What follows belongs to an exercise in optimizing a design on an open flow for small area; a production flow would make more cautious choices.
At most, simulation tests tie the RTL to the original design; equivalence was not proved.
For run 3, only the layout was checked, not whether the RTL still works.
Power is estimated from default activity; no workload was simulated.

===== flow/run.sh =====
#!/bin/bash
# synth_recipe.tcl (not shown) runs the flow's synth.tcl, then flattens the netlist and writes it again
# the make line also repeats each setting of config.mk as NAME=value (left out here)
make -C /OpenROAD-flow-scripts/flow DESIGN_CONFIG=/design/flow/config.mk WORK_HOME=/design/flow/orfs CLKGATE_MAP_FILE= SYNTH_SCRIPT=/design/flow/synth_recipe.tcl finish

===== flow/config.mk =====
export PLATFORM = sky130hd
export DESIGN_NAME = hdx_cmd
export DESIGN_NICKNAME = hdx_cmd
export VERILOG_FILES = /design/flow/design.v
export SDC_FILE = /design/flow/constraint.sdc
export NUM_CORES = 4
export LEC_CHECK = 0
export CAP_MARGIN = 20
export CORE_MARGIN = 2
export CORE_UTILIZATION = 40
export SLEW_MARGIN = 20

===== flow/constraint.sdc =====
create_clock -name core_clock -period 25.0 [get_ports {clk}]
set_input_delay 5.0000 -clock core_clock [delete_from_list [all_inputs] [get_ports {clk}]]
set_output_delay 5.0000 -clock core_clock [all_outputs]
set_load 0.01 [all_outputs]

===== flow/design.v =====
module hdx_f32_tenths (
    input  wire [3:0] rem,       
    input  wire       din,       
    output wire [3:0] rem_next,  
    output wire       q          
);
    wire [4:0] r2 = {rem, din};
    assign q        = (r2 >= 5'd10);
    assign rem_next = q ? (r2[3:0] - 4'd10) : r2[3:0];
endmodule
module hdx_cmd (
    input  wire        clk,
    input  wire        rst,
    input  wire        tick,
    input  wire        pin_in,
    output wire        pin_out,
    output wire        pin_oe,
    output reg  [2:0]  radio_op,
    output reg  [31:0] radio_arg,
    output reg         radio_req,
    input  wire        radio_done,
    output reg         store_op,
    output wire [31:0] store_wfreq,
    output wire [15:0] store_wpower,
    output reg         store_req,
    input  wire        store_done,
    input  wire        store_found,
    input  wire [31:0] store_rfreq,
    input  wire [15:0] store_rpower,
    input  wire        store_ok,
    output reg  [1:0]  diag_code,
    output reg         diag_req,
    output wire        persist_err
);
    localparam [31:0] DEF_FREQ   = 32'h44590000;   
    localparam [15:0] DEF_POWER  = 16'd100;
    localparam [4:0] S_BOOT_LOAD   = 5'd0,
                     S_A0          = 5'd1,    
                     S_A1          = 5'd2,    
                     S_A2          = 5'd3,    
                     S_A3          = 5'd4,    
                     S_A4          = 5'd5,    
                     S_BOOT_REPORT = 5'd6,
                     S_IDLE        = 5'd7,
                     S_RX_SETTLE   = 5'd8,
                     S_WAIT_START  = 5'd9,
                     S_WAIT_RISE   = 5'd10,
                     S_SAMPLE      = 5'd11,
                     S_WAIT_FALL   = 5'd12,
                     S_BYTE_DONE   = 5'd13,
                     S_RX_DONE     = 5'd14,
                     S_VALIDATE    = 5'd15,
                     S_DISPATCH    = 5'd16,
                     S_SET_FREQ    = 5'd17,
                     S_SET_POWER   = 5'd18,
                     S_SET_SAVE    = 5'd19,
                     S_SET_DIAG    = 5'd20,
                     S_TX_SETTLE   = 5'd21,
                     S_TX_BIT      = 5'd22,
                     S_TX_GAP      = 5'd23,
                     S_SLEEP       = 5'd24;
    reg  [4:0]  st;
    reg  [16:0] cnt;         
    reg  [5:0]  scnt;        
    reg         prev;        
    reg  [8:0]  sh;          
    reg  [8:0]  rxlen;       
    reg  [1:0]  cls;         
    reg  [15:0] power;
    reg  [31:0] freq;        
    reg  [5:0]  dstep;       
    reg         dir_tx;
    reg         txd;
    reg         persist_err_r;
    assign pin_oe       = dir_tx;
    assign pin_out      = txd;
    assign store_wfreq  = freq;
    assign store_wpower = power;
    assign persist_err  = persist_err_r;
    wire hit_10000  = cnt[13] & cnt[10] & cnt[9] & cnt[8] & cnt[4];
    wire hit_100000 = cnt[16] & cnt[15] & cnt[10] & cnt[9] & cnt[7] & cnt[5];
    wire hit_58     = cnt[5] & cnt[4] & cnt[3] & cnt[1];
    wire hit_100    = cnt[6] & cnt[5] & cnt[2];
    wire shit_58    = scnt[5] & scnt[4] & scnt[3] & scnt[1];
    wire in_rx = (st == S_WAIT_START) | (st == S_WAIT_RISE) | (st == S_SAMPLE) |
                 (st == S_WAIT_FALL) | (st == S_BYTE_DONE);
    reg  cnt_run;
    always @* begin
        case (st)
            S_RX_SETTLE, S_TX_SETTLE: cnt_run = ~hit_10000;
            S_TX_BIT:                 cnt_run = ~hit_58;
            S_TX_GAP:                 cnt_run = ~hit_100;
            S_SLEEP:                  cnt_run = 1'b1;
            default:                  cnt_run = in_rx;
        endcase
    end
    always @(posedge clk) begin
        if (cnt_run)
            cnt <= cnt + {16'd0, tick & ~hit_100000};
        else
            cnt <= {16'd0, tick};
        if (st == S_SAMPLE)
            scnt <= scnt + {5'd0, tick};
        else
            scnt <= {5'd0, tick};
    end
    wire sample   = (st == S_SAMPLE) & tick & shit_58;
    wire [7:0] rx_byte = sh[8:1];
    wire idx_0    = (rxlen == 9'd0);
    wire idx_2    = (rxlen == 9'd2);
    wire idx_6    = (rxlen == 9'd6);
    wire in_pw    = (rxlen == 9'd3) | (rxlen == 9'd4);
    wire in_fr    = (rxlen == 9'd5) | (rxlen == 9'd6);
    wire len_lt6  = (rxlen < 9'd6);
    wire len_ge8  = |rxlen[8:3];
    wire len_ge7  = len_ge8 | (rxlen[2:0] == 3'd7);
    wire div_on   = (dstep != 6'd63) & (st != S_TX_BIT) & (st != S_TX_GAP);
    wire late     = dstep[5] | dstep[4];
    wire div_stop = late & freq[23];
    wire lead_pat = ~freq[23] & (freq[22] | (~freq[21] & freq[20]));
    wire din      = late ? lead_pat : freq[27];
    wire [3:0] rem_next;
    wire       qbit;
    hdx_f32_tenths u_step (
        .rem      (freq[31:28]),
        .din      (din),
        .rem_next (rem_next),
        .q        (qbit)
    );
    wire [7:0] bexp = 8'd166 - {2'd0, dstep};
    wire [31:0] tx_rom = 32'h01_20_02_EE;
    wire [4:0] tx_next = dstep[4:0] + 5'd1;
    always @* begin
        radio_req = 1'b0;
        radio_op  = 3'd0;
        radio_arg = 32'd0;
        store_req = 1'b0;
        store_op  = 1'b0;
        diag_req  = 1'b0;
        diag_code = 2'd0;
        case (st)
            S_BOOT_LOAD: begin
                store_req = 1'b1;
            end
            S_A0, S_SET_FREQ: begin
                radio_req = 1'b1;
                radio_arg = freq;
            end
            S_A1, S_SET_POWER: begin
                radio_req = 1'b1;
                radio_op  = 3'd1;
                radio_arg = {16'd0, power};
            end
            S_A2: begin
                radio_req = 1'b1;
                radio_op  = 3'd2;
                radio_arg = 32'd7;
            end
            S_A3: begin
                radio_req = 1'b1;
                radio_op  = 3'd3;
                radio_arg = 32'd125000;
            end
            S_A4: begin
                radio_req = 1'b1;
                radio_op  = 3'd4;
                radio_arg = 32'd5;
            end
            S_BOOT_REPORT: begin
                diag_req  = 1'b1;
                diag_code = 2'd1;
            end
            S_VALIDATE: begin
                if (len_lt6 | (cls == 2'b00)) begin
                    diag_req  = 1'b1;
                    diag_code = 2'd2;
                end
            end
            S_SET_SAVE: begin
                store_req = 1'b1;
                store_op  = 1'b1;
            end
            S_SET_DIAG: begin
                diag_req  = 1'b1;
                diag_code = 2'd3;
            end
            default: ;
        endcase
    end
    always @(posedge clk) begin
        prev <= (st == S_WAIT_START) & (tick ? pin_in : prev);
        if (rst) begin
            st            <= S_BOOT_LOAD;
            dir_tx        <= 1'b0;
            txd           <= 1'b1;
            persist_err_r <= 1'b0;
            dstep         <= 6'd63;
        end else begin
            if (div_on) begin
                if (div_stop) begin
                    freq[31:23] <= {1'b0, bexp};
                    dstep       <= 6'd63;
                end else begin
                    freq  <= {rem_next, freq[26:0], qbit};
                    dstep <= dstep + 6'd1;
                end
            end
            case (st)
                S_BOOT_LOAD: begin
                    if (store_done) begin
                        if (store_found) begin
                            freq  <= store_rfreq;
                            power <= store_rpower;
                        end else begin
                            freq  <= DEF_FREQ;
                            power <= DEF_POWER;
                        end
                        st <= S_A0;
                    end
                end
                S_A0: if (radio_done) st <= S_A1;
                S_A1: if (radio_done) st <= S_A2;
                S_A2: if (radio_done) st <= S_A3;
                S_A3: if (radio_done) st <= S_A4;
                S_A4: if (radio_done) st <= S_BOOT_REPORT;
                S_BOOT_REPORT: st <= S_IDLE;
                S_IDLE: begin
                    rxlen  <= 9'd0;
                    dir_tx <= 1'b0;
                    st     <= S_RX_SETTLE;
                end
                S_RX_SETTLE: begin
                    if (hit_10000)
                        st <= S_WAIT_START;
                end
                S_WAIT_START: begin
                    if (hit_100000) begin
                        st <= S_RX_DONE;
                    end else if (tick & prev & ~pin_in) begin
                        sh <= 9'h100;
                        st <= S_WAIT_RISE;
                    end
                end
                S_WAIT_RISE: begin
                    if (tick & pin_in)
                        st <= S_SAMPLE;
                end
                S_SAMPLE: begin
                    if (tick & shit_58) begin
                        sh <= {pin_in, sh[8:1]};
                        if (in_pw)
                            power <= {pin_in, power[15:1]};
                        if (in_fr)
                            freq <= {1'b0, pin_in, freq[30:16], 1'b0, freq[14:1]};
                        st <= S_WAIT_FALL;
                    end
                end
                S_WAIT_FALL: begin
                    if (tick & ~pin_in)
                        st <= sh[0] ? S_BYTE_DONE : S_WAIT_RISE;
                end
                S_BYTE_DONE: begin
                    if (rxlen[8]) begin
                        st <= S_RX_DONE;
                    end else begin
                        rxlen <= rxlen + 9'd1;
                        if (idx_0)
                            cls <= (rx_byte == 8'hEE) ? 2'b11 : 2'b00;
                        if (idx_2 & (cls != 2'b00))
                            cls <= (rx_byte == 8'h10) ? 2'b01 :
                                   (rx_byte == 8'h20) ? 2'b10 : 2'b11;
                        if (idx_6)
                            dstep <= 6'd3;
                        if (len_ge7 & (rx_byte == 8'h00))
                            st <= S_RX_DONE;
                        else
                            st <= S_WAIT_START;
                    end
                end
                S_RX_DONE: begin
                    st <= (rxlen == 9'd0) ? S_SLEEP : S_VALIDATE;
                end
                S_VALIDATE: begin
                    st <= (len_lt6 | (cls == 2'b00)) ? S_SLEEP : S_DISPATCH;
                end
                S_DISPATCH: begin
                    if (cls == 2'b01)
                        st <= len_ge8 ? S_SET_FREQ : S_SLEEP;
                    else if (cls == 2'b10) begin
                        dir_tx <= 1'b1;
                        st     <= S_TX_SETTLE;
                    end else
                        st <= S_SLEEP;
                end
                S_SET_FREQ:  if (radio_done) st <= S_SET_POWER;
                S_SET_POWER: if (radio_done) st <= S_SET_SAVE;
                S_SET_SAVE: begin
                    if (store_done) begin
                        if (store_ok) begin
                            st <= S_SLEEP;
                        end else begin
                            persist_err_r <= 1'b1;
                            st            <= S_SET_DIAG;
                        end
                    end
                end
                S_SET_DIAG: st <= S_SLEEP;
                S_TX_SETTLE: begin
                    if (hit_10000) begin
                        dstep <= 6'd0;
                        txd   <= tx_rom[0];
                        st    <= S_TX_BIT;
                    end
                end
                S_TX_BIT: begin
                    if (hit_58) begin
                        dstep <= {dstep[5], tx_next};
                        if (dstep[2:0] == 3'd7)
                            st <= S_TX_GAP;
                        else
                            txd <= tx_rom[tx_next];
                    end
                end
                S_TX_GAP: begin
                    if (hit_100) begin
                        if (dstep[4:3] == 2'd0) begin
                            st <= S_SLEEP;
                        end else begin
                            txd <= tx_rom[dstep[4:0]];
                            st  <= S_TX_BIT;
                        end
                    end
                end
                S_SLEEP: begin
                    if (hit_100000)
                        st <= S_IDLE;
                end
                default: st <= S_BOOT_LOAD;
            endcase
        end
    end
endmodule

==> summary.md, run 1 <==
| Metric | Value |
|---|---|
| Result of the run | timing/DRC/antenna clean |
| Via Count | about 6.5k |
| Initial core utilization | between 40% and 50% |
| Transition time at the pin with the least slew margin | 1.11 ns |
| Horizontal extent of the die | about 130 µm |
| Final Slew Violations | 0 |
| Post-synth top cells | nand2_1 (76), nor2_1 (73), edfxtp_1 (68), nand3_1 (46), o21ai_0 (41) |
| Headroom to the max-slew limit | between 20% and 30% |
| Reported max-cap violation count | 0 |
| M1 WL | ~10000 µm |
| CTS Buf Count | 9 |
| Synth area leader | edfxtp_1 |
| CTS tree | yes |
| IO buf count | 147 |
| Clock tree sinks | 106 |
| Leakage Power | around 0.0032 µW |
| Ratio of cells with drive above 1 in the final layout | 5.82% |
| VDD IR max | between 0.04 and 0.05 mV |
| Maximum number of pins on one net before global-route repair | 37 |
| CTS HTree Levels | 3 |
| Number of distinct library cells after synthesis | 74 |
| Routed length on met3 | 1360 µm |
| Total power density per cell area | between 100 and 150 nW/µm² |
| Hold Slack | 0.488 ns |
| Final antenna-violating net count | 0 |
| Total grt overflow | 0 |
| Routed via count divided by cell count | 5.88 |
| Clock Root Buffer | clkbuf_16 |
| Max FO, Critical Path | 23 |
| Clock slew at the register clock pins of the worst setup and hold paths | 0.07 ns |
| Synth-to-layout area growth | 27.8% |
| Async set or reset register ratio after synthesis | 0% |
| Initial DRT Pass Iterations | 5 |
| Starting DRC count in detailed routing | ~580 |
| Count of final hold-check violations | 0 |
| Largest cells by area after synthesis | edfxtp_1 (30%), dfxtp_1 (11%), nand2_1 (4.2%) |
| Seq/Total Area, Yosys | about two fifths |
| Layout fillers | 1573 |
| Remaining DRCs | 0 |
| Detailed Route WL | 22200 µm |
| Final worst path period need | roughly 8.4 ns |
| Number of endpoints failing setup at the final stage | 0 |
| Post-synthesis instance area | ~6800 µm² |
| Std-Cell Rows | between 40 and 50 |
| Quantity of hold-fixing buffers added after cts | 0 |
| Total Neg Setup Slack | 0 ns |
| Data required time at the worst endpoint | approximately 20 ns |
| Top cell family by delay on the critical path | simple AND/OR/NAND/NOR gates |
| Die outline area | between 15000 and 20000 µm² |
| Maximum frequency from static timing analysis | between 100 and 150 MHz |
| RSZ-0062 raised after global routing | no |
| Fin nets | 940 |
| Share of the synthesized area in the top cell type | a little under a third |
| Total met2 wirelength after detailed routing | roughly 11000 µm |
| Vias in the first global route | about 6k |
| Top-count cell post-synth | nand2_1 |
| Buffer levels on the longest clock path | 2 |
| DR top layer | met4 |
| Kind of start point of the critical path | flop |
| Count of boundary I/O pins | around 150 |
| Routed len/inst | just over 20 µm |
| Wire length of the first global-routing pass | between 30000 and 40000 µm |
| Post-CTS Setup Bufs | 0 |
| GRT Total Usage | between 20 and 25% |
| Latest clock arrival within the worst-skew pair | roughly 0.36 ns |
| Number of gates given a new drive strength after cts | 0 |
| Share of the clock period used by the worst path after layout | between 30% and 40% |
| Detailed placement HPWL | 16200 µm |
| Number of buffers and inverters on the critical path | 1 |
| Crit Path Class | flop to output port |
| Path type of the worst min-delay path | flop to flop |
| Floorplan die height | between 100 and 150 µm |
| Routability congestion estimate | ~0.90 |
| Flip-flop and latch count after synthesis | between 100 and 150 |
| Delay of the slowest cell on the worst path | roughly 1 ns |
| Cell Chain, Critical Path | or2_0, nor3b_2, a22oi_1, nand2_1, clkdlybuf4s50_1 |
| Slowest stage cell, crit path | nor3b_2 |
| Number of antenna violations at the first check in global routing | 1 |
| Most used flip-flop cell after synthesis | edfxtp_1 |
| Nets in the synthesized netlist | about 800 |
| Data arrival time at the worst-slack endpoint | ~3.4 ns |
| Clock Skews | 0.00649 ns |
| Kind of end point of the critical path | output port |
| Cell count after synthesis | 751 |
| Count of synthesis-stage warnings from yosys | 1 |
| Average cell area after synthesis | 9.04 µm² |
| Number of synthesized flops with an enable pin | just under 70 |
| Core box area | 16600 µm² |
[path summary, 6_finish.rpt]
check	from	endpoint	slack [ns]	depth (start not counted)
min	prev	prev	0.49	2
max	st[3]	radio_arg[15]	16.58	5
min reg2reg	prev	prev	0.49	2
max reg2reg	st[0]	freq[28]	20.91	7
[report_power, final]
part	internal [µW]	switching [µW]	leakage, µW
logic	229	249	0.00210
clock network	70.3	71.5	0.000141
registers	245	74.8	0.000949
[logic make-up after synthesis]
family,Yosys count,synth area share (%)
AO/OA/AOI/OAI,185,19.1
XOR/XNOR,31,4.00
adder cells (fa/ha/maj),13,2.40
buffers and inverters,69,4.59
flip-flops,106,41.3
multiplexers,31,4.68
AND/OR/NAND/NOR,316,23.9
[stage by stage]
stage | total power, µW | setup WS [ns] | std cells | util [%] | area, µm²
after floorplan | 594 | 17.83 | 751 | - | 6790
after global placement | 790 | 17.14 | 1080 | 50.5 | 8380
after detailed placement | 799 | 17.02 | 1080 | 50.5 | 8380
after CTS | 942 | 16.63 | 1096 | 52.3 | 8670
after global routing | 997 | 16.34 | 1097 | 52.3 | 8670
final | 940 | 16.58 | 1097 | 52.3 | 8670
[worst register-to-register path, delay by kind of cell, from the launching register on]
| family | cells | cell delay, ns |
|---|---|---|
| simple gates | 4 | 2.16 |
| buf+inv | 1 | 0.38 |
| compound gates | 2 | 0.41 |
| flops | 1 | 0.90 |
[layer usage]
layer  vias to the layer above  GRT usage [%]
met4                         0           6.78
met3                        27           5.03
met5                         -              0
li1                       3017              -
met1                      3161           33.5
met2                       247           38.7
[final cells by class]
type	count	area, µm²	area share, %
Clock inverter	6	57.6	0.664
Clock buffer	10	229	2.64
Tap cell	220	275	3.17
Timing Repair Buffer	157	1550	17.8
Multi-Input combinational cell	576	3680	42.4
Sequential cell	106	2800	32.3
Inverter	21	78.8	0.909
Antenna cell	1	2.50	0.0289
[placed cells by master (no fill, tap or decap), types with 3 or more instances in the layout]
master           Yosys  routed
buf_4                2      10
xnor2_1             13      13
clkbuf_16            0       9
a221o_1              4       4
nand3b_1             3       3
clkdlybuf4s50_1      0     147
nor3_1              16      16
a22o_1               7       7
mux2i_1             25      25
a31oi_1              5       5
a21oi_1             27      27
o31ai_1              5       5
a21o_1               4       4
and2_1              17      17
dfxtp_1             38      38
nor4_4               3       3
o2bb2ai_1            3       3
and3_1              20      20
nand2b_1            18      17
mux2_2               5       5
xor2_1              18      18
o21ai_0             41      41
nand3_1             46      46
nand2_1             76      76
o211ai_1             8       8
nor2_1              73      73
nor3_2               3       3
nor2b_1              9       9
nor4_1               5       5
o21a_1               4       4
a311oi_1             3       3
or2_2                3       3
a211oi_1             6       5
nand4_1              9       9
edfxtp_1            68      68
ha_1                13      13
inv_1               20      20
o221ai_1             3       3
a22oi_1             37      37
[sequential cells by signal, indices dropped and copies added (netlist names)]
name,flops
cls,2
cnt,17
dir_tx,1
dstep,6
freq,32
persist_err_r,1
power,16
prev,1
rxlen,9
scnt,6
sh,9
st,5
txd,1
==> inputs of run 2 (changes only) <==
==> flow/flow/run.sh (new file) <==
#!/bin/bash
# Standard ORFS layout, except that the port buffers are the smallest
# buffer cell instead of the one buffer_ports picks by default.
export BUFFER_PORTS_ARGS="-buffer_cell sky130_fd_sc_hd__buf_1"
bash standard.sh > standard.log 2>&1
==> flow/standard.sh (new file) <==
#!/bin/bash
# synth_recipe.tcl (not shown) runs the flow's synth.tcl, then flattens the netlist and writes it again
# the make line also repeats each setting of config.mk as NAME=value (left out here)
make -C /OpenROAD-flow-scripts/flow DESIGN_CONFIG=/design/flow/config.mk WORK_HOME=/design/flow/orfs CLKGATE_MAP_FILE= SYNTH_SCRIPT=/design/flow/synth_recipe.tcl "${@:-finish}"
removed: flow/run.sh
==> summary.md, run 2 <==
| Metric | Value |
|---|---|
| Headroom to the max-slew limit | 23.3% (-2.1 points) |
| Post-Route Utilization | 46.8% (-5.5 points) |
| Result of the run | timing/DRC/antenna clean |
| Dominant combinational cell family by area after synthesis | simple AND/OR/NAND/NOR gates |
| Endpoint of the most critical setup path | radio_arg[0] |
| Registers with the highest flip-flop counts | freq (32), cnt (17), power (16) |
| Via Count | 6341 (-1.7%) |
| VDD IR max | 0.0623 mV (+34%) |
| Setup slack of the most critical reg-to-reg path | 20.73 ns (-0.18 ns) |
| Die outline area | 18000 µm² (unchanged) |
| Buffer levels on the longest clock path | 2 (unchanged) |
| Leakage Power | 0.00281 µW (-12%) |
| Core box area | 16600 µm² (unchanged) |
| Largest register by flop count | freq |
| Floorplan die height | 134 µm (unchanged) |
| Number of endpoints failing setup at the final stage | 0 (unchanged) |
| Final antenna diode count | 0 (-1) |
| Number of buffers and inverters on the critical path | 1 (unchanged) |
| Filler-free cell count of the finished design | 1098 (+0.091%) |
| Vias in the first global route | 5742 (-4.1%) |
| Synth-to-layout area growth | 14.4% |
| Number of gates given a new drive strength after cts | 0 (unchanged) |
| IO buf count | 147 (unchanged) |
| Instance count after placement with tap cells included | 1082 (+0.19%) |
| Leading cell type in the layout, fill and taps excluded | buf_1 |
| Latest clock arrival within the worst-skew pair | 0.36 ns (about the same) |
| Post-synth top cells | nand2_1 (76), nor2_1 (73), edfxtp_1 (68), nand3_1 (46), o21ai_0 (41) |
| Setup Slack @ Placement | 17.43 ns (+0.408 ns) |
| Detailed Route WL | 20600 µm (-7.1%) |
| Fin nets | 942 (+0.21%) |
| Path type of the worst min-delay path | flop to flop |
| Most used flip-flop cell after synthesis | edfxtp_1 |
| Routability congestion estimate | 0.911 (+0.66%) |
| Count of synthesis-stage warnings from yosys | 1 (unchanged) |
| Total Neg Setup Slack | 0 ns (unchanged) |
| Reported max-cap violation count | 0 (unchanged) |
| Transition time at the pin with the least slew margin | 1.15 ns (+0.0359 ns) |
| Average cell area after synthesis | 9.04 µm² (unchanged) |
| Maximum frequency from static timing analysis | 125 MHz (+5.2%) |
| Number of synthesized flops with an enable pin | 68 (unchanged) |
| Share of the clock period used by the worst path after layout | 32.0% (-1.7 points) |
| Min setup slack post-route | 17.00 ns (+0.420 ns) |
| Delay of the slowest cell on the worst path | 0.94 ns (-0.05 ns) |
| Post-CTS Setup Bufs | 0 (unchanged) |
| Data arrival time at the worst-slack endpoint | 3.00 ns (-0.42 ns) |
| Fraction of power consumed by combinational cells | 47.6% (-3.3 points) |
| Count of boundary I/O pins | 148 (unchanged) |
| CTS tree | yes |
| Remaining DRCs | 0 (unchanged) |
| Cell count after synthesis | 751 (unchanged) |
| Std-Cell Rows | 47 (unchanged) |
| Sw frac | 45.1% (+3.0 points) |
| Initial core utilization | 40.9% (unchanged) |
| Starting DRC count in detailed routing | 501 (-13%) |
| Share of the synthesized area in the top cell type | 30.1% (unchanged) |
| Horizontal extent of the die | 134 µm (unchanged) |
| Simple-gate share of the synthesized area | 23.9% (unchanged) |
| Layout fillers | 1684 (+7.1%) |
| Routed via count divided by cell count | 5.78 (-1.8%) |
| Routed len/inst | 18.8 µm (-7.1%) |
| Flip-flop count of the largest register after layout | 32 (unchanged) |
| CTS Buf Count | 9 (unchanged) |
| Async set or reset register ratio after synthesis | 0% (unchanged) |
| Launch point of the worst path | st[3] |
| Cell Chain, Critical Path | or2_0, nor3b_2, a22oi_1, nand2_1, buf_1 |
| Top-count cell post-synth | nand2_1 |
| Maximum number of pins on one net before global-route repair | 33 (-11%) |
| Nets in the synthesized netlist | 820 (unchanged) |
| R2R depth | 8 (+1) |
| CTS HTree Levels | 3 (unchanged) |
| Compound-Gate Fraction of Synth Area | 19.1% (unchanged) |
| Kind of end point of the critical path | output port |
| Initial DRT Pass Iterations | 5 (unchanged) |
| R2r startpoint | st[1] |
| Final antenna-violating net count | 0 (unchanged) |
| Post-synthesis instance area | 6790 µm² (unchanged) |
| Largest cells by area after synthesis | edfxtp_1 (30%), dfxtp_1 (11%), nand2_1 (4.2%) |
| Flip-flop and latch count after synthesis | 106 (unchanged) |
| Number of distinct library cells after synthesis | 74 (unchanged) |
| Slowest stage cell, crit path | nor3b_2 |
| Max FO, Critical Path | 23 (unchanged) |
| Reg-to-reg critical path endpoint | freq[28] |
| Detailed placement HPWL | 14700 µm (-8.9%) |
| Quantity of hold-fixing buffers added after cts | 0 (unchanged) |
| Clock tree sinks | 106 (unchanged) |
| Ratio of cells with drive above 1 in the final layout | 5.81% (-0.013 points) |
| GRT Total Usage | 22.5% (-1.8 points) |
| Relative contribution of the clock network to total power | 16.0% (+0.9 points) |
| Count of final hold-check violations | 0 (unchanged) |
| Top cell family by delay on the critical path | simple AND/OR/NAND/NOR gates |
| Data required time at the worst endpoint | 20.00 ns (about the same) |
| Total net switching power | 387 µW (-2.1%) |
| Number of antenna violations at the first check in global routing | 0 (-1) |
| Clock Root Buffer | clkbuf_16 |
| Area share of fa/ha/maj cells after synthesis | 2.40% (unchanged) |
| RSZ-0062 raised after global routing | no |
| Final Slew Violations | 0 (unchanged) |
| Clock slew at the register clock pins of the worst setup and hold paths | 0.07 ns (about the same) |
| Commonest cells after routing, fill and taps aside | buf_1 (147), nand2_1 (76), nor2_1 (73), edfxtp_1 (68), nand3_1 (46) |
| Sequential share of power | 36.4% (+2.4 points) |
| Internal cell power | 471 µW (-13%) |
| Xor-xnor portion of the synthesized cell area | 4.00% (unchanged) |
| Total power density per cell area | 111 nW/µm² (+2.0%) |
| Multiplexer share of the synthesized area | 4.68% (unchanged) |
| Final worst path period need | 8.00 ns (-0.420 ns) |
| Kind of start point of the critical path | flop |
| Synth area leader | edfxtp_1 |
| Wire length of the first global-routing pass | 32000 µm (-6.2%) |
| Clock Skews | 0.00818 ns (+0.00169 ns) |
| Crit Path Class | flop to output port |
| Seq/Total Area, Yosys | 41.3% (unchanged) |
| Total grt overflow | 0 (unchanged) |
| Logic depth of the worst setup path including buffers | 5 (unchanged) |
==> run 2: cell counts after synthesis <==
No cell type changed its count.
==> run 2: layer usage <==
metal	vias up	track usage [%]	share of wire (%)
li1	3022	-	-
met1	3055	33.0	45
met2	233	33.8	46
met3	31	3.70	6.8
met4	0	6.84	2.1
met5	-	0	0
==> run 2: worst min-delay path by stage <==
stage / from / endpoint / slack (ns) / cells past startpoint
after floorplan: prev / prev / 0.45 / 2
after global placement: scnt[5] / scnt[5] / 0.47 / 2
after detailed placement: prev / prev / 0.49 / 2
after CTS: prev / prev / 0.50 / 2
after global routing: scnt[5] / scnt[5] / 0.51 / 2
final: prev / prev / 0.49 / 2
==> run 2: power by group through the flow <==
stage               clock [µW]  sequential, µW  combinational [µW]
CTS                        141             311                 407
detailed placement           0             315                 405
finish                     137             313                 408
global placement             0             315                 401
global route               147             320                 453
floorplan                    0             299                 295
==> run 2: cells by family after synthesis <==
kind of cell / Yosys count
AND/OR/NAND/NOR: 316
AO/OA/AOI/OAI: 185
flip-flops: 106
buffers and inverters: 69
XOR/XNOR: 31
multiplexers: 31
adder cells (fa/ha/maj): 13
==> run 2: area by class of cell <==
class | count | area [µm²] | area share (%)
flip-flops and latches | 106 | 2800 | 36.1
multi-input cells | 576 | 3680 | 47.5
repair buffers | 159 | 642 | 8.27
clock buffers | 9 | 225 | 2.90
inverters | 21 | 78.8 | 1.02
well taps | 220 | 275 | 3.55
clock inverters | 7 | 53.8 | 0.693
==> run 2: worst min-delay path: stages, from the launching register on <==
cell,delay (ns)
dfxtp_1,0.31
nand2_1,0.05
a21boi_0,0.07
==> run 2: stage by stage <==
stage	hold slack, ns	total power (µW)	instance area, µm²
after floorplan	0.451	594	6790
after global placement	0.465	716	7480
after detailed placement	0.486	720	7480
after CTS	0.496	859	7760
after global routing	0.508	920	7760
final	0.489	858	7760
==> inputs of run 3 (changes only) <==
--- a/flow/design.v
+++ b/flow/design.v
@@ -65,6 +65,8 @@
     reg         prev;        
-    reg  [8:0]  sh;          
+    reg  [2:0]  bitcnt;      
+    reg         anyone;      
     reg  [8:0]  rxlen;       
     reg  [1:0]  cls;         
-    reg  [15:0] power;
+    reg  [15:0] power;       
+    reg         dflt;        
     reg  [31:0] freq;        
@@ -107,3 +109,3 @@
     wire sample   = (st == S_SAMPLE) & tick & shit_58;
-    wire [7:0] rx_byte = sh[8:1];
+    wire [7:0] rx_byte = power[15:8];
     wire idx_0    = (rxlen == 9'd0);
@@ -111,3 +113,3 @@
     wire idx_6    = (rxlen == 9'd6);
-    wire in_pw    = (rxlen == 9'd3) | (rxlen == 9'd4);
+    wire in_pw    = (rxlen < 9'd5);
     wire in_fr    = (rxlen == 9'd5) | (rxlen == 9'd6);
@@ -144,3 +146,7 @@
             end
-            S_A0, S_SET_FREQ: begin
+            S_A0: begin
+                radio_req = 1'b1;
+                radio_arg = dflt ? DEF_FREQ : freq;
+            end
+            S_SET_FREQ: begin
                 radio_req = 1'b1;
@@ -148,3 +154,8 @@
             end
-            S_A1, S_SET_POWER: begin
+            S_A1: begin
+                radio_req = 1'b1;
+                radio_op  = 3'd1;
+                radio_arg = {16'd0, dflt ? DEF_POWER : power};
+            end
+            S_SET_POWER: begin
                 radio_req = 1'b1;
@@ -210,9 +221,5 @@
                     if (store_done) begin
-                        if (store_found) begin
-                            freq  <= store_rfreq;
-                            power <= store_rpower;
-                        end else begin
-                            freq  <= DEF_FREQ;
-                            power <= DEF_POWER;
-                        end
+                        freq  <= store_rfreq;
+                        power <= store_rpower;
+                        dflt  <= ~store_found;
                         st <= S_A0;
@@ -239,3 +246,4 @@
                     end else if (tick & prev & ~pin_in) begin
-                        sh <= 9'h100;
+                        bitcnt <= 3'd0;
+                        anyone <= 1'b0;
                         st <= S_WAIT_RISE;
@@ -249,3 +257,4 @@
                     if (tick & shit_58) begin
-                        sh <= {pin_in, sh[8:1]};
+                        bitcnt <= bitcnt + 3'd1;
+                        anyone <= anyone | pin_in;
                         if (in_pw)
@@ -259,3 +268,3 @@
                     if (tick & ~pin_in)
-                        st <= sh[0] ? S_BYTE_DONE : S_WAIT_RISE;
+                        st <= (bitcnt == 3'd0) ? S_BYTE_DONE : S_WAIT_RISE;
                 end
@@ -273,3 +282,3 @@
                             dstep <= 6'd3;
-                        if (len_ge7 & (rx_byte == 8'h00))
+                        if (len_ge7 & ~anyone)
                             st <= S_RX_DONE;
==> flow/flow/run.sh (replaced) <==
#!/bin/bash
# Standard ORFS layout with smaller port buffers and a lighter clock tree.
export BUFFER_PORTS_ARGS="-buffer_cell sky130_fd_sc_hd__buf_1"
export CTS_ARGS="-sink_clustering_enable -repair_clock_nets -dont_use_dummy_load -buf_list sky130_fd_sc_hd__clkbuf_8 -sink_clustering_size 50 -sink_clustering_max_diameter 200"
bash standard.sh > standard.log 2>&1
--- a/flow/config.mk
+++ b/flow/config.mk
@@ -7,5 +7,6 @@
 export LEC_CHECK = 0
+export ABC_AREA = 1
 export CAP_MARGIN = 20
 export CORE_MARGIN = 2
-export CORE_UTILIZATION = 40
+export CORE_UTILIZATION = 60
 export SLEW_MARGIN = 20
==> summary.md, run 3 <==
| Metric | Value |
|---|---|
| Number of synthesized flops with an enable pin | 64 (-5.9%) |
| Leading cell type in the layout, fill and taps excluded | nand2_1 |
| Final worst path period need | 7.40 ns (-0.597 ns) |
| Reported max-cap violation count | 0 (unchanged) |
| Registers with the highest flip-flop counts | freq (32), cnt (17), power (16) |
| Count of boundary I/O pins | 148 (unchanged) |
| Max FO, Critical Path | 25 (+8.7%) |
| Synth area leader | edfxtp_1 |
| R2R depth | 8 (unchanged) |
| Number of distinct library cells after synthesis | 37 (-50%) |
| Fin nets | 1138 (+21%) |
| Initial DRT Pass Iterations | 6 (+1) |
| Async set or reset register ratio after synthesis | 0% (unchanged) |
| Starting DRC count in detailed routing | 655 (+31%) |
| Remaining DRCs | 0 (unchanged) |
| Worst hold path endpoint | cnt[14] |
| Post-CTS Setup Bufs | 0 (unchanged) |
| Kind of end point of the critical path | output port |
| Transition time at the pin with the least slew margin | 0.834 ns (-0.316 ns) |
| Register Area | 2680 µm² (-4.3%) |
| Result of the run | timing/DRC/antenna clean |
| Clock slew at the register clock pins of the worst setup and hold paths | 0.09 ns (+0.02 ns) |
| Horizontal extent of the die | 109 µm (-19%) |
| Largest register by flop count | freq |
| Final antenna-violating net count | 0 (unchanged) |
| Die outline area | 12000 µm² (-34%) |
| Path type of the worst min-delay path | flop to flop |
| Synth-to-layout area growth | 11.6% |
| RSZ-0062 raised after global routing | no |
| GRT Total Usage | 32.3% (+9.9 points) |
| Clock Root Buffer | clkbuf_8 |
| CTS Buf Count | 9 (unchanged) |
| Post-synthesis instance area | 6660 µm² (-1.9%) |
| Largest cells by area after synthesis | edfxtp_1 (29%), nand2_1 (14%), dfxtp_1 (11%) |
| Latest clock arrival within the worst-skew pair | 0.38 ns (+0.02 ns) |
| Count of synthesis-stage warnings from yosys | 1 (unchanged) |
| Count of final hold-check violations | 0 (unchanged) |
| Floorplan die height | 109 µm (-19%) |
| Maximum number of pins on one net before global-route repair | 50 (+52%) |
| Detailed Route WL | 19100 µm (-7.4%) |
| Core box area | 10800 µm² (-35%) |
| Final Slew Violations | 0 (unchanged) |
| CTS tree | yes |
| Clock Skews | 0.0155 ns (+0.00737 ns) |
| Total Neg Setup Slack | 0 ns (unchanged) |
| R2r startpoint | st[0] |
| Flip-flop and latch count after synthesis | 102 (-3.8%) |
| Quantity of hold-fixing buffers added after cts | 0 (unchanged) |
| Number of gates given a new drive strength after cts | 0 (unchanged) |
| Total power density per cell area | 71.9 nW/µm² (-35%) |
| Critical hold path startpoint | cnt[14] |
| Total grt overflow | 0 (unchanged) |
| Filler-free cell count of the finished design | 1205 (+9.7%) |
| VDD IR max | 0.0457 mV (-27%) |
| Cell count after synthesis | 929 (+24%) |
| Share of the clock period used by the worst path after layout | 29.6% (-2.4 points) |
| Headroom to the max-slew limit | 44.3% (+21 points) |
| Number of endpoints failing setup at the final stage | 0 (unchanged) |
| Top-count cell post-synth | nand2_1 |
| Nets in the synthesized netlist | 1000 (+22%) |
| Seq/Total Area, Yosys | 40.3% (-1.0 points) |
| Average cell area after synthesis | 7.17 µm² (-21%) |
| Std-Cell Rows | 38 (-19%) |
| Vias in the first global route | 6290 (+9.5%) |
| Final antenna diode count | 0 (unchanged) |
| Number of stages on the worst hold path | 2 (unchanged) |
| CTS HTree Levels | 3 (unchanged) |
| Layout fillers | 1029 (-39%) |
| Number of antenna violations at the first check in global routing | 0 (unchanged) |
| Reg-to-reg critical path endpoint | freq[25] |
| Commonest cells after routing, fill and taps aside | nand2_1 (251), buf_1 (147), inv_1 (122), nor2_1 (119), edfxtp_1 (64) |
| Via Count | 6883 (+8.5%) |
| Most used flip-flop cell after synthesis | edfxtp_1 |
| Instance count after placement with tap cells included | 1196 (+11%) |
| Initial core utilization | 61.4% (+21 points) |
| Detailed placement HPWL | 14500 µm (-1.6%) |
| Ratio of cells with drive above 1 in the final layout | 4.41% (-1.4 points) |
| Kind of start point of the critical path | flop |
| Leakage Power | 0.00319 µW (+14%) |
| Maximum frequency from static timing analysis | 135 MHz (+8.1%) |
| Buffer levels on the longest clock path | 2 (unchanged) |
| Routability congestion estimate | 0.959 (+5.3%) |
| Post-synth top cells | nand2_1 (251), inv_1 (122), nor2_1 (119), edfxtp_1 (64), o211ai_1 (59) |
| Routed len/inst | 15.8 µm (-16%) |
| Multi-input logic area | 3340 µm² (-9.3%) |
| Crit Path Class | flop to output port |
| Routed via count divided by cell count | 5.71 (-1.1%) |
| Flip-flop count of the largest register after layout | 32 (unchanged) |
| Share of the synthesized area in the top cell type | 28.9% (-1.2 points) |
| Clock tree sinks | 102 (-3.8%) |
| IO buf count | 147 (unchanged) |
| Wire length of the first global-routing pass | 29900 µm (-6.5%) |
| Data required time at the worst endpoint | 20.00 ns (about the same) |
| Data arrival time at the worst-slack endpoint | 2.40 ns (-0.60 ns) |
| Setup slack of the most critical reg-to-reg path | 22.11 ns (+1.38 ns) |
-- run 3: kinds of logic after synthesis --
logic type | share of synthesized area, %
and+or+nand+nor | 29.5
buffers and inverters | 9.64
DFF | 40.3
xor gates and xnor gates | 0.657
AOI/OAI and AO/OA | 17.2
adders and majority gates | 2.82
-- run 3: where the power goes --
part / internal, µW / leakage, µW / total [µW] / switching, µW
Clock: 32.5 / 0.0000647 / 86.2 / 53.7
Sequential: 209 / 0.000922 / 230 / 21.4
Combinational: 68.8 / 0.00221 / 218 / 149
-- run 3: how the worst max path moves through the flow --
| stage | slack, ns | cells after the start | endpoint | start |
|---|---|---|---|---|
| global placement | 17.96 | 14 | cnt[12] | tick |
| finish | 17.60 | 7 | radio_arg[2] | st[4] |
| floorplan | 17.42 | 3 | power[0] | rst |
| CTS | 17.62 | 7 | radio_arg[2] | st[4] |
| global route | 17.36 | 7 | radio_arg[2] | st[4] |
| detailed placement | 17.90 | 14 | cnt[12] | tick |
-- run 3: final cells by class --
class / count / share of cell area [%]
Inverter: 134 / 6.77
Sequential cell: 102 / 36.1
Multi-Input combinational cell: 666 / 45.0
Clock buffer: 9 / 1.67
Tap cell: 140 / 2.36
Timing Repair Buffer: 154 / 8.13
-- run 3: worst max-delay path, stage by stage, from the launching register on --
cell	delay, ns
dfxtp_1	0.58
inv_2	0.17
nand2_1	0.24
inv_1	0.15
nor2_1	0.19
inv_2	0.23
o2111ai_1	0.30
buf_1	0.18
-- run 3: metal layers --
layer  up-vias  global-route usage [%]  part of all wire [%]
met2       335                    51.3                    46
met4         0                    15.3                   3.5
met3        55                    4.27                   7.2
li1       3376                       -                     -
met1      3117                    44.0                    44
met5         -                       0                     0
-- run 3: stage by stage --
step                total power (µW)  utilization (%)  setup slack [ns]  hold WS, ns  cell area, µm²
floorplan                        379                -             17.42        0.439            6660
global placement                 447             67.4             17.96        0.449            7310
detailed placement               448             67.4             17.90        0.453            7310
CTS                              533             68.5             17.62        0.466            7430
global route                     568             68.5             17.36        0.496            7430
finish                           534             68.5             17.60        0.466            7430

==> static timing again, ports no longer ideal <==
The flow's constraints put no driver on any port. The routed layouts listed below were extracted and timed again, unchanged, in two steps. Step 1, drivers: a clkbuf_16 drives clk and a buf_2 each remaining input, both assumed. Step 2 adds t to the input delays and takes it off the output delays; t is the mean of the earliest and latest rising clock arrival at the registers after step 1. Input paths then give back, and output paths get back, about the clock's delay inside the block. Three values: ideal, step 1, step 2; two values: the first two.
run	shift t [ns]	setup slack, ns	worst hold slack (ns)	worst setup path at the end	worst register clock-pin slew, ns
run 1	0.405	16.582 / 16.535 / 16.940	0.488 / 0.488 / 0.488	register to output	0.08 / 0.08
run 2	0.398	17.002 / 16.958 / 17.355	0.489 / 0.489 / 0.489	register to output	0.08 / 0.08
run 3	0.403	17.598 / 17.566 / 17.847	0.466 / 0.466 / 0.466	input to register	0.10 / 0.10
After both steps every run listed still meets setup and hold.
